What follows belongs to an exercise in optimizing a design on an open flow for small area, a short achievable clock period and few clock cycles; a production flow would make more cautious choices. In this exercise RTL edits were held to simulation tests only and were not proved equivalent to the original. No activity file was given, so power comes from the tool's default toggle rates.

// rs485_frame_asm
module rs485_frame_asm (
    input  wire         clk,
    input  wire         rst,
    input  wire [255:0] addr_map,
    input  wire         in_valid,
    input  wire [7:0]   in_data,
    output wire         in_ready,
    output wire         out_valid,
    output wire [7:0]   out_data,
    output wire         out_last,
    input  wire         out_ready,
    output wire         idle
);
For scale: roughly 280 I/O pins, ~85000 um^2 of cells after synthesis.
==> flow/config.mk <==
export PLATFORM = sky130hd
export DESIGN_NAME = rs485_frame_asm
export DESIGN_NICKNAME = rs485_frame_asm
export VERILOG_FILES = /design/flow/design.v
export SDC_FILE = /design/flow/constraint.sdc
export NUM_CORES = 8
export LEC_CHECK = 0
export CAP_MARGIN = 20
export CORE_MARGIN = 2
export CORE_UTILIZATION = 60
export CTS_CLUSTER_DIAMETER = 80
export CTS_CLUSTER_SIZE = 24
export PLACE_DENSITY = 0.7
export SLEW_MARGIN = 20
export SYNTH_MEMORY_MAX_BITS = 4096
==> flow/constraint.sdc <==
create_clock -name core_clock -period 12.0 [get_ports {clk}]
set_input_delay 2.4000 -clock core_clock [delete_from_list [all_inputs] [get_ports {clk}]]
set_output_delay 2.4000 -clock core_clock [all_outputs]
set_load 0.01 [all_outputs]
standard.sh (not shown) runs the stock make flow with config.mk's settings and CLKGATE_MAP_FILE= SYNTH_SCRIPT=/design/flow/synth_recipe.tcl, a recipe that flattens the netlist after the stock synthesis.
==> flow/flow/run.sh <==
#!/bin/bash
set -euo pipefail
bash standard.sh SETUP_SLACK_MARGIN=9 \
  "BUFFER_PORTS_ARGS=-buffer_cell sky130_fd_sc_hd__buf_1" \
  "CTS_ARGS=-sink_clustering_enable -repair_clock_nets -sink_clustering_size 24 -sink_clustering_max_diameter 80 -dont_use_dummy_load" \
  finish > standard_flow.log 2>&1
Testbench counts at the start, summed over its fixed seeds: cycles 17,061.
Rerun with:
--- a/flow/flow/run.sh
+++ b/flow/flow/run.sh
@@ -2,3 +2,3 @@
 set -euo pipefail
-bash standard.sh SETUP_SLACK_MARGIN=9 \
+bash standard.sh SETUP_SLACK_MARGIN=7 \
   "BUFFER_PORTS_ARGS=-buffer_cell sky130_fd_sc_hd__buf_1" \
Outcome: The new run went through all stages and came out clean. Final cell count came out lower by 4.4%. Core utilization came out lower by 5.4 points. Clock skew stays flat. Wire length came out lower by 9.1%. Die area does not change. Count of clock-buffer cells in the layout came out lower by 1. Combinational power came out lower by 28%.
Rerun with:
--- a/flow/flow/run.sh
+++ b/flow/flow/run.sh
@@ -2,3 +2,3 @@
 set -euo pipefail
-bash standard.sh SETUP_SLACK_MARGIN=7 \
+bash standard.sh SETUP_SLACK_MARGIN=8 \
   "BUFFER_PORTS_ARGS=-buffer_cell sky130_fd_sc_hd__buf_1" \
Result: Non-clock buffer count goes up by 100; synthesized area stays the same; worst hold slack is better by 0.037 ns; register-to-register slack gets better by 0.82 ns.

========
Another version of the RTL of rs485_frame_asm (not shown whole).
Size in the first run: about 2800 flip-flops, roughly 280 I/O pins.
export LEC_CHECK = 0
export ABC_AREA = 1
export CAP_MARGIN = 20
export CORE_MARGIN = 2
export CORE_UTILIZATION = 60
export CTS_CLUSTER_DIAMETER = 80
export CTS_CLUSTER_SIZE = 24
export PLACE_DENSITY = 0.7
export SETUP_SLACK_MARGIN = 5
export SLEW_MARGIN = 20
export SYNTH_MEMORY_MAX_BITS = 4096
create_clock -name core_clock -period 12.0 [get_ports {clk}]
run.sh (not shown) runs the stock make flow with config.mk's settings and CLKGATE_MAP_FILE= SYNTH_SCRIPT=/design/flow/synth_recipe.tcl, a recipe that flattens the netlist after the stock synthesis.
Stock flow here: none of the scripts above is used.
The baseline produced a clean layout.
Testbench counts at the start, summed over its fixed seeds: cycles 17,077.
Edit:
==> flow/flow/run.sh (new file) <==
#!/bin/bash
set -euo pipefail
bash standard.sh SETUP_SLACK_MARGIN=8.25 \
  "BUFFER_PORTS_ARGS=-buffer_cell sky130_fd_sc_hd__buf_1" \
  "CTS_ARGS=-sink_clustering_enable -repair_clock_nets -sink_clustering_size 16 -sink_clustering_max_diameter 60 -dont_use_dummy_load -buf_list sky130_fd_sc_hd__clkbuf_8 -root_buf sky130_fd_sc_hd__clkbuf_16" \
  finish > standard_flow.log 2>&1
==> flow/standard.sh (new file) <==
#!/bin/bash
# synth_recipe.tcl (not shown) runs the flow's synth.tcl, then flattens the netlist and writes it again
# the make line also repeats each setting of config.mk as NAME=value (left out here)
make -C /OpenROAD-flow-scripts/flow DESIGN_CONFIG=/design/flow/config.mk WORK_HOME=/design/flow/orfs CLKGATE_MAP_FILE= SYNTH_SCRIPT=/design/flow/synth_recipe.tcl "${@:-finish}"
Settings changed: SETUP_SLACK_MARGIN 5 to not set.
removed: flow/run.sh
Outcome: First-iteration DRC count is lower by about 1.3%. Design area is lower by 2.0%. Non-clock buffer count is higher by 48. Routed wire length is higher by about 1.6%.

========
the reference run:
rs485_frame_asm again, from the RTL that the note above started with.
export LEC_CHECK = 0
export ABC_AREA = 1
export CAP_MARGIN = 20
export CORE_MARGIN = 2
export CORE_UTILIZATION = 60
export CTS_CLUSTER_DIAMETER = 80
export CTS_CLUSTER_SIZE = 24
export PLACE_DENSITY = 0.7
export SLEW_MARGIN = 20
export SYNTH_MEMORY_MAX_BITS = 4096
create_clock -name core_clock -period 12.0 [get_ports {clk}]
standard.sh (not shown) runs the stock make flow with config.mk's settings and CLKGATE_MAP_FILE= SYNTH_SCRIPT=/design/flow/synth_recipe.tcl, a recipe that flattens the netlist after the stock synthesis.
==> flow/flow/run.sh <==
#!/bin/bash
set -euo pipefail
bash standard.sh SETUP_SLACK_MARGIN=8.25 \
  "BUFFER_PORTS_ARGS=-buffer_cell sky130_fd_sc_hd__buf_1" \
  "CTS_ARGS=-sink_clustering_enable -repair_clock_nets -sink_clustering_size 20 -sink_clustering_max_diameter 60 -dont_use_dummy_load -buf_list sky130_fd_sc_hd__clkbuf_8" \
  finish > standard_flow.log 2>&1
Both conditions hold for the reference run: the flow ran to the end and the final layout passed the timing, design-rule and antenna checks.
Testbench counts of the reference run, summed over its fixed seeds: cycles 17,077.
Input-level comparison between the trial run and the reference run:
==> flow/flow/run.sh <==
#!/bin/bash
set -euo pipefail
bash standard.sh SETUP_SLACK_MARGIN=8 \
  "BUFFER_PORTS_ARGS=-buffer_cell sky130_fd_sc_hd__buf_1" \
  "CTS_ARGS=-sink_clustering_enable -repair_clock_nets -sink_clustering_size 16 -sink_clustering_max_diameter 60 -dont_use_dummy_load -buf_list sky130_fd_sc_hd__clkbuf_8" \
  finish > standard_flow.log 2>&1
Notes after the runs:
Delta (the trial run minus the reference run): sequential share of cell area neither gained nor lost much; first-pass GRT wire length lost 1.7%; synthesis-to-finish area growth lost 0.24 points; via count of the routed design picked up an extra 208.
On share of the clock period used by the worst path, the higher figure sits with the trial run, not the reference run.
The reference run -> the trial run: worst ir drop on vdd increased by more than 10%
[the trial run] share of final layout cell area taken by clock buffers and inverters rose 0.44 points relative to the reference run

========
Setup of the baseline:
rs485_frame_asm with an RTL version that a note above also has.
For scale: roughly 5600 cells after synthesis, ~2800 flip-flops, roughly 280 I/O pins, ~85000 um2 of cells after synthesis.
Settings: LEC_CHECK=0, CAP_MARGIN=20, CORE_MARGIN=2, CORE_UTILIZATION=60, CTS_CLUSTER_DIAMETER=80, CTS_CLUSTER_SIZE=24, PLACE_DENSITY=0.7, SLEW_MARGIN=20, SYNTH_MEMORY_MAX_BITS=4096; clock period 12.0 ns.
==> flow/flow/run.sh <==
#!/bin/bash
set -euo pipefail
bash standard.sh SETUP_SLACK_MARGIN=8 finish > standard_flow.log 2>&1
Testbench counts of the baseline, summed over its fixed seeds: cycles 17,061.
What the candidate does differently from the baseline at the input level:
Settings: PLACE_DENSITY now 0.8, was 0.7; SETUP_SLACK_MARGIN now 5, previously not set; CORE_UTILIZATION now 70, was 60.
==> flow/run.sh (new file) <==
#!/bin/bash
# synth_recipe.tcl (not shown) runs the flow's synth.tcl, then flattens the netlist and writes it again
# the make line also repeats each setting of config.mk as NAME=value (left out here)
make -C /OpenROAD-flow-scripts/flow DESIGN_CONFIG=/design/flow/config.mk WORK_HOME=/design/flow/orfs CLKGATE_MAP_FILE= SYNTH_SCRIPT=/design/flow/synth_recipe.tcl finish
removed: flow/flow/run.sh
removed: flow/standard.sh
==> comparison <==
Compared to the baseline, the router laid down more metal wire for the candidate. As of the candidate, routed via count divided by cell count had risen by a little under 10% compared to the baseline. Fmax | the candidate vs the baseline | the candidate slower. The candidate vs the baseline, share of the clock period used by the worst path after layout went up by 11 points. When the candidate is set beside the baseline, its die area turns out to be 14% smaller. | placed cell count | the candidate vs the baseline | 3.7% lower |. Looking at share of total power in the clock network, the candidate sits 0.2 points below the baseline. Relative to the baseline, fraction of power consumed by combinational cells decreased by 0.8 points in the candidate. Taking the baseline as the reference, in the candidate met3 routed wirelength shows an increase of 15%, count of buffers inserted at the top-level ports shows no meaningful change, share of the final layout cell area in sequential cells shows an increase of 2.1 points.

========
Another version of the RTL of rs485_frame_asm (not shown whole).
Size: roughly 2,800 flip-flops, about 280 I/O pins, about 84,000 sq um of cells after synthesis.
Design rs485_frame_asm, start of the top module:
module rs485_frame_asm (
    input  wire         clk,
    input  wire         rst,
    input  wire [255:0] addr_map,
    input  wire         in_valid,
    input  wire [7:0]   in_data,
    output wire         in_ready,
    output wire         out_valid,
    output wire [7:0]   out_data,
    output wire         out_last,
    input  wire         out_ready,
    output wire         idle
);
    localparam integer R  = 264;         
    localparam integer TD = 3;           
    localparam integer NT = R >> TD;
    localparam integer K  = 3;           
    localparam [8:0]   RM = 9'd263;
    function [15:0] crcstep;
        input [15:0] c;
        input [7:0]  b;
        integer i;
        reg [15:0] r;
        begin
            r = c ^ {8'h00, b};
            for (i = 0; i < 8; i = i + 1)
                r = r[0] ? ((r >> 1) ^ 16'hA001) : (r >> 1);
            crcstep = r;
        end
    endfunction
    function [8:0] inc9;
        input [8:0] x;
        inc9 = (x == RM) ? 9'd0 : x + 9'd1;
    endfunction
    function [8:0] subm;
        input [8:0] a;
        input [8:0] b;
        reg [9:0] d;
        begin
            d = {1'b0, a} - {1'b0, b};
            subm = d[9] ? (d[8:0] + 9'd264) : d[8:0];
        end
    endfunction
    reg [8*R-1:0] ring;
    reg [8:0]     T;              
    reg [255:0]   addr_mask;
    reg [7:0]     ib0, ib1;       
    reg [1:0]     icnt;
    reg           in_ready_r;
    reg [8:0]     wp;             
    reg           prev_isaddr;    
    reg [15:0]    pcrc;           
    reg [8:0]     prev_slot;
    reg           pins_v;         
    reg [2:0]     pins_q;         
    reg           pdead;          
    reg [K-1:0]   ev;             
    reg [K-1:0]   enk;            
    reg [8:0]     est  [0:K-1];   
  ...
clock: 12.0 ns
lec_check: 0
cap_margin: 20
core_margin: 2
core_utilization: 60
place_density: 0.7
setup_slack_margin: 5
slew_margin: 20
synth_memory_max_bits: 4096
run.sh (not shown) runs the stock make flow with config.mk's settings and CLKGATE_MAP_FILE= SYNTH_SCRIPT=/design/flow/synth_recipe.tcl, a recipe that flattens the netlist after the stock synthesis.
Stock flow here: none of the scripts above is used.
Testbench counts at the start, summed over its fixed seeds: cycles 17,061.
Then changed:
Settings changed: CTS_CLUSTER_DIAMETER set to 80, CTS_CLUSTER_SIZE set to 24.
Utilization goes down by 3.2 points.
Global-route usage goes down by 1.7 points.
Wire length is lower by a few percent.
Sequential power is about the same.
Clock power is lower by well over a third.
Combinational power hardly moves.

[re-timing with driven ports]
Ports are ideal in the flow. The routed layouts listed here were re-timed in OpenROAD.
Step 1: set_driving_cell puts a clkbuf_16 on clk and a buf_2 on each other input, an assumption about the parent block.
Step 2 adds t to the input delays and takes it off the output delays; t is the mean of the earliest and latest rising clock arrival at the registers after step 1. Input paths then give back, and output paths get back, about the clock's delay inside the block.
Slacks: ideal ports / drivers / drivers and shift; pairs: ideal ports / drivers.
run	t (ns)	slack for setup (ns)	slew at the worst register clock pin (ns)	pins driven straight from the clock port
the first run of note 1	0.826	7.865 / 7.865 / 7.208	0.10 / 0.10	1
the second run of note 1	0.821	7.156 / 7.156 / 6.485	0.10 / 0.10	1
the third run of note 1	0.817	7.975 / 7.975 / 7.311	0.09 / 0.09	1
the first run of note 2	0.863	6.754 / 6.754 / 6.589	0.10 / 0.10	1
the second run of note 2	0.837	8.244 / 8.231 / 7.465	0.11 / 0.11	1
the reference run	0.984	8.188 / 8.107 / 7.415	0.12 / 0.12	1
the trial run	0.977	8.010 / 8.010 / 7.153	0.11 / 0.11	1
the baseline	0.863	7.796 / 7.829 / 6.966	0.10 / 0.10	1
the candidate	0.873	6.431 / 6.431 / 6.423	0.10 / 0.10	1
the first run of note 5	0.928	5.405 / 5.405 / 5.405	0.08 / 0.08	1
the second run of note 5	0.856	5.410 / 5.410 / 5.410	0.10 / 0.10	1
After both steps every run listed still meets setup and hold. The setup slack of the trial run, which loses most, moves by 0.000 ns with the drivers and by -0.857 ns with both steps.
